Context: an optimization exercise on an open-source flow, tuned for small area, a short achievable clock period and few clock cycles. The choices shown serve that exercise and are no tape-out recipe. Where RTL was checked, it was by simulation tests only, not by an equivalence proof against the original.

==> inputs of job 9174 <==
## lxe
module lxe (
    input  wire        clk,
    input  wire        rst,         
    input  wire        bus_valid,
    input  wire        bus_write,
    input  wire [5:0]  bus_addr,
    input  wire [31:0] bus_wdata,
    output wire        bus_ready,
    output reg         bus_rvalid,
    output reg  [31:0] bus_rdata
);
clock: 12.0 ns
lec_check: 0
cap_margin: 20
core_margin: 2
core_utilization: 40
place_density: 0.6
slew_margin: 20
standard.sh (not shown) runs the stock make flow with config.mk's settings and CLKGATE_MAP_FILE= SYNTH_SCRIPT=/design/flow/synth_recipe.tcl, a recipe that flattens the netlist after the stock synthesis.
==> flow/flow/run.sh <==
#!/bin/bash
# Standard synthesis and layout, with two changes: the port buffers are
# buf_4 cells, and repair_timing aims at a setup margin of 7.5 ns, so that it
# also works on paths that already meet the 12 ns clock.
set -euo pipefail
bash standard.sh synth > synth.log 2>&1
bash standard.sh SETUP_SLACK_MARGIN=7.5 "BUFFER_PORTS_ARGS=-buffer_cell sky130_fd_sc_hd__buf_4" finish > layout.log 2>&1
==> job 1706 (differences from job 9174) <==
--- a/flow/design.v
+++ b/flow/design.v
@@ -61,11 +61,11 @@
     reg [1:0]  kidx_r;           
     reg        rst_q;            
     reg [31:0] sk_r;             
     assign bus_ready = rdy;
     wire accept = bus_valid && rdy;
-    wire exec   = rq_v && !busy && !ubusy;
+    wire exec   = rq_v && !busy;
     function [15:0] crc16_step;
         input [15:0] c;
         input [7:0]  b;
         integer i;
         reg [15:0] x;
@@ -78,10 +78,26 @@
                     x = x >> 1;
             end
             crc16_step = x;
         end
     endfunction
+    function [7:0] rev8;
+        input [7:0] x;
+        integer i;
+        begin
+            for (i = 0; i < 8; i = i + 1)
+                rev8[i] = x[7 - i];
+        end
+    endfunction
+    function [31:0] rev32;
+        input [31:0] x;
+        integer i;
+        begin
+            for (i = 0; i < 32; i = i + 1)
+                rev32[i] = x[31 - i];
+        end
+    endfunction
     wire [7:0]  opc = rq_d[7:0];
     wire [7:0]  arg = rq_d[15:8];
     wire [15:0] rsv = rq_d[31:16];
     wire misaligned = (rq_a[1:0] != 2'b00);
     wire reserved   = (rq_a == 6'h0C) || (rq_a == 6'h38) || (rq_a == 6'h3C);
@@ -128,12 +144,12 @@
         end else begin
             raise = 1'b0;
         end
     end
     wire cmd_ok = exec && is_cmd && legal && !(is_xtea && (krdy != 4'b1111));
-    wire [31:0] v0_q = vsw ? rb : ra;
-    wire [31:0] v1_q = vsw ? ra : rb;
+    wire [31:0] v0_q = (vsw || busy) ? rb : ra;
+    wire [31:0] v1_q = (vsw && !busy) ? ra : rb;
     reg [31:0] read_data;
     always @(*) begin
         case (rq_a)
             A_STATUS: read_data = {20'h0, krdy, err ? ecode : 4'h0, 3'b000, err};
             A_EINFO:  read_data = err ? einfo : 32'h0;
@@ -148,39 +164,36 @@
             A_RES:    read_data = res;
             A_CRC:    read_data = {16'h0, crc};
             default:  read_data = 32'h0;
         endcase
     end
-    wire        sh_big  = (opb[31:5] != 27'h0);
-    wire        sw16    = opc[0] || (arg == 8'd16);
-    wire        sw24    = !opc[0] && (arg == 8'd24);
-    wire        sw32    = !opc[0] && (arg == 8'd32);
-    wire [31:0] opa_rev = {opa[7:0], opa[15:8], opa[23:16], opa[31:24]};
-    reg [31:0] util_res;         
-    reg [4:0]  util_n;           
+    wire        is_swap   = opc[3];              
+    wire        sh_right  = opc[2] | opc[3];     
+    wire        sw16      = opc[0] || (arg == 8'd16);
+    wire        sw24      = !opc[0] && (arg == 8'd24);
+    wire        sw32      = !opc[0] && (arg == 8'd32);
+    wire [4:0]  sh_amt    = is_swap ? {sw16, sw24, 3'b000} : opb[4:0];
+    wire        sh_zero   = is_swap ? !(sw16 || sw24 || sw32) : (opb[31:5] != 27'h0);
+    wire [31:0] sh_in     = is_swap ? {rev8(opa[31:24]), rev8(opa[23:16]),
+                                       rev8(opa[15:8]),  rev8(opa[7:0])} :
+                            opc[2]  ? rev32(opa) : opa;
+    wire [31:0] sh1       = sh_amt[0] ? {sh_in[30:0], 1'b0}  : sh_in;
+    wire [31:0] sh2       = sh_amt[1] ? {sh1[29:0], 2'b00}   : sh1;
+    wire [31:0] sh3       = sh_amt[2] ? {sh2[27:0], 4'h0}    : sh2;
+    wire [31:0] sh4       = sh_amt[3] ? {sh3[23:0], 8'h00}   : sh3;
+    wire [31:0] sh_out    = sh_amt[4] ? {sh4[15:0], 16'h0000} : sh4;
+    wire [31:0] sh_res    = sh_zero ? 32'h0 : (sh_right ? rev32(sh_out) : sh_out);
+    reg [31:0] util_res;
     always @(*) begin
-        util_n = 5'd0;
         case (opc[3:0])
             4'h0:    util_res = opa & opb;
             4'h1:    util_res = opa | opb;
             4'h2:    util_res = opa ^ opb;
-            4'h3, 4'h4: begin
-                util_res = sh_big ? 32'h0 : opa;
-                util_n   = sh_big ? 5'd0 : opb[4:0];
-            end
-            default: begin           
-                util_res = (sw16 || sw24 || sw32) ? opa_rev : 32'h0;
-                util_n   = {3'b000, sw16, sw24};
-            end
+            default: util_res = sh_res;
         endcase
     end
     wire is_util = (opc[7:4] == 4'h1);
-    wire ustart  = cmd_ok && is_util && (util_n != 5'd0);
-    reg        ubusy;            
-    reg [4:0]  ucnt;             
-    reg [1:0]  umode;            
-    wire       ulast = ubusy && (ucnt == 5'd1);
     wire start     = cmd_ok && is_xtea;
     wire start_dec = opc[0];
     wire do_swap   = start && (vsw != start_dec);
     function [33:0] step_rom;
         input [5:0] dj;
@@ -268,10 +281,14 @@
     wire [31:0] k3_dec0 = k3 + DEC_START;
     wire [31:0] sk_next = start ? (opc[0] ? k3_dec0 : k0) : (rom_now[31:0] + ksel);
     wire [31:0] mx_t  = ((rb << 4) ^ (rb >> 5)) + rb;
     wire [31:0] mx    = mx_t ^ (sk_r ^ {32{dec}});
     wire [31:0] nb    = ra + mx + {31'h0, dec};
+    wire rq_vread = rq_v && !rq_w && ((rq_a == A_V0) || (rq_a == A_V1)) &&
+                    ((rq_a == A_V0) ^ vsw);
+    wire fwd      = busy && (cnt == 5'd0) && rq_vread;
+    wire fwd_next = busy && (cnt == 5'd31) && rq_vread && !accept;
     wire wr_ok = exec && rq_w && !raise;
     always @(posedge clk) begin
         if (accept) begin
             rq_w <= bus_write;
             rq_a <= bus_addr;
@@ -284,29 +301,19 @@
             kidx_r <= rom_after[33:32];
         end
         if (start)
             dec <= start_dec;
         if (rst) begin
-            busy <= 1'b0; cnt <= 5'h0; ubusy <= 1'b0;
+            busy <= 1'b0; cnt <= 5'h0;
             rq_v <= 1'b0;
             rdy <= 1'b1;
             bus_rvalid <= 1'b0;
         end else begin
-            rq_v <= accept || (rq_v && (busy || ubusy));
-            rdy  <= !((accept || (rq_v && (busy || ubusy))) &&
-                      ((busy && cnt != 5'd0) || start || (ubusy && !ulast) || ustart));
-            bus_rvalid <= (exec && !start && !ustart) || (busy && cnt == 5'd0) || ulast;
-            if (ubusy) begin
-                ucnt <= ucnt - 5'd1;
-                if (ulast)
-                    ubusy <= 1'b0;
-            end
-            if (ustart) begin
-                ubusy <= 1'b1;
-                ucnt  <= util_n;
-                umode <= opc[3] ? 2'd2 : {1'b0, opc[2]};
-            end
+            rq_v <= accept || (rq_v && busy && !fwd);
+            rdy  <= fwd_next || !((accept || (rq_v && busy && !fwd)) &&
+                                  ((busy && cnt != 5'd0) || start));
+            bus_rvalid <= exec || fwd;
             if (busy) begin
                 if (cnt == 5'd0)
                     busy <= 1'b0;        
                 else
                     cnt  <= cnt + 5'd1;
@@ -376,15 +383,8 @@
                     default: ;
                 endcase
                 if (is_util)
                     res <= util_res;
             end
-            if (ubusy) begin
-                case (umode)
-                    2'd0:    res <= {res[30:0], 1'b0};
-                    2'd1:    res <= {1'b0, res[31:1]};
-                    default: res <= {8'h00, res[31:8]};
-                endcase
-            end
         end
     end
 endmodule
==> flow/flow/run.sh (replaced) <==
#!/bin/bash
# Standard synthesis and layout, with two changes: the port buffers are
# buf_2 cells, and repair_timing aims at a setup margin of 7.5 ns, so that it
# also works on paths that already meet the 12 ns clock.
set -euo pipefail
bash standard.sh synth > synth.log 2>&1
bash standard.sh SETUP_SLACK_MARGIN=7.5 "BUFFER_PORTS_ARGS=-buffer_cell sky130_fd_sc_hd__buf_2" finish > layout.log 2>&1
CTS_BUF_LIST = sky130_fd_sc_hd__clkbuf_16   (was unset)
CTS_CLUSTER_DIAMETER = 80   (was unset)
CTS_CLUSTER_SIZE = 25   (was unset)
==> impl_metrics.prom <==
# TYPE chip_impl_metric gauge
chip_impl_metric{name="synth_compound_gate_area_share",unit=""} 0.221
chip_impl_info{name="run_status",value="timing/DRC/antenna clean"} 1
chip_impl_metric{name="layout-area-overhead-vs-synth",unit="%"} 12.2
chip_impl_metric{name="critPathRequiredTime",unit="ps"} 12470
chip_impl_metric{name="die_w",unit="µm"} 285
chip_impl_metric{name="p_total",unit="mW"} 3.24
chip_impl_metric{name="grt_pass1_wl",unit="µm"} 178000
chip_impl_metric{name="comb.multi_input.count",unit=""} 2634
chip_impl_info{name="regToRegEndpoint",value="rb[29]$_DFF_P_"} 1
chip_impl_metric{name="timing.final.ws_setup",unit="ps"} 7320
chip_impl_metric{name="numClockSinks",unit=""} 461
# the run above: job 1706

==> impl_metrics.prom <==
# TYPE chip_impl_metric gauge
chip_impl_metric{name="power.share.clock",unit=""} 0.484
chip_impl_metric{name="layout_worst_path_cycle_share",unit=""} 0.389
chip_impl_metric{name="groute.usage.overall",unit=""} 0.300
chip_impl_metric{name="layout-area-overhead-vs-synth",unit="%"} 15.2
chip_impl_metric{name="met2WireLength",unit="µm"} 54800
chip_impl_metric{name="route.final.wire_length",unit="µm"} 123000
chip_impl_metric{name="power.internal",unit="mW"} 2.75
chip_impl_metric{name="numClockSinks",unit=""} 469
chip_impl_metric{name="synth_enable_flop_cells",unit=""} 244
chip_impl_metric{name="grt_pass1_wl",unit="µm"} 177000
chip_impl_info{name="regToRegEndpoint",value="rb[28]$_DFF_P_"} 1
chip_impl_metric{name="timing.final.ws_setup",unit="ps"} 7330
chip_impl_metric{name="p_total",unit="mW"} 3.61
chip_impl_metric{name="report.final.slew_viol_count",unit=""} 0
chip_impl_info{name="critical_path.top_delay_family",value="compound AO/OA/AOI/OAI gates"} 1
chip_impl_info{name="run_status",value="timing/DRC/antenna clean"} 1
chip_impl_metric{name="critPathRequiredTime",unit="ps"} 12480
chip_impl_metric{name="die_w",unit="µm"} 282
# the run above: job 9174

Testbench counts of job 1706, summed over its fixed seeds: cycles 50,476.
The RTL of job 9174 was laid out without a check of its function.

afterwards: timing with drivers on the ports:
The flow's constraints put no driver on any port. The routed layouts listed below were extracted and timed again, unchanged, in two steps.
Step 1 sets driving cells, clkbuf_16 on the clock port and buf_2 on the other inputs (assumed; they add their load-dependent delay and slew).
Step 2 adds t to the input delays and takes it off the output delays; t is the mean of the earliest and latest rising clock arrival at the registers after step 1. Input paths then give back, and output paths get back, about the clock's delay inside the block.
Three values: ideal ports, drivers, drivers and shift; two values: the first two.
run | t, ns | setup WS [ns] | hold slack, ns | cell pins on the clock port's net
job 9174 | 0.696 | 7.330 / 7.330 / 7.330 | 0.519 / 0.519 / 0.519 | 1
job 1706 | 0.664 | 7.324 / 7.324 / 7.324 | 0.479 / 0.479 / 0.479 | 1
After both steps setup and hold are still met in every run listed.
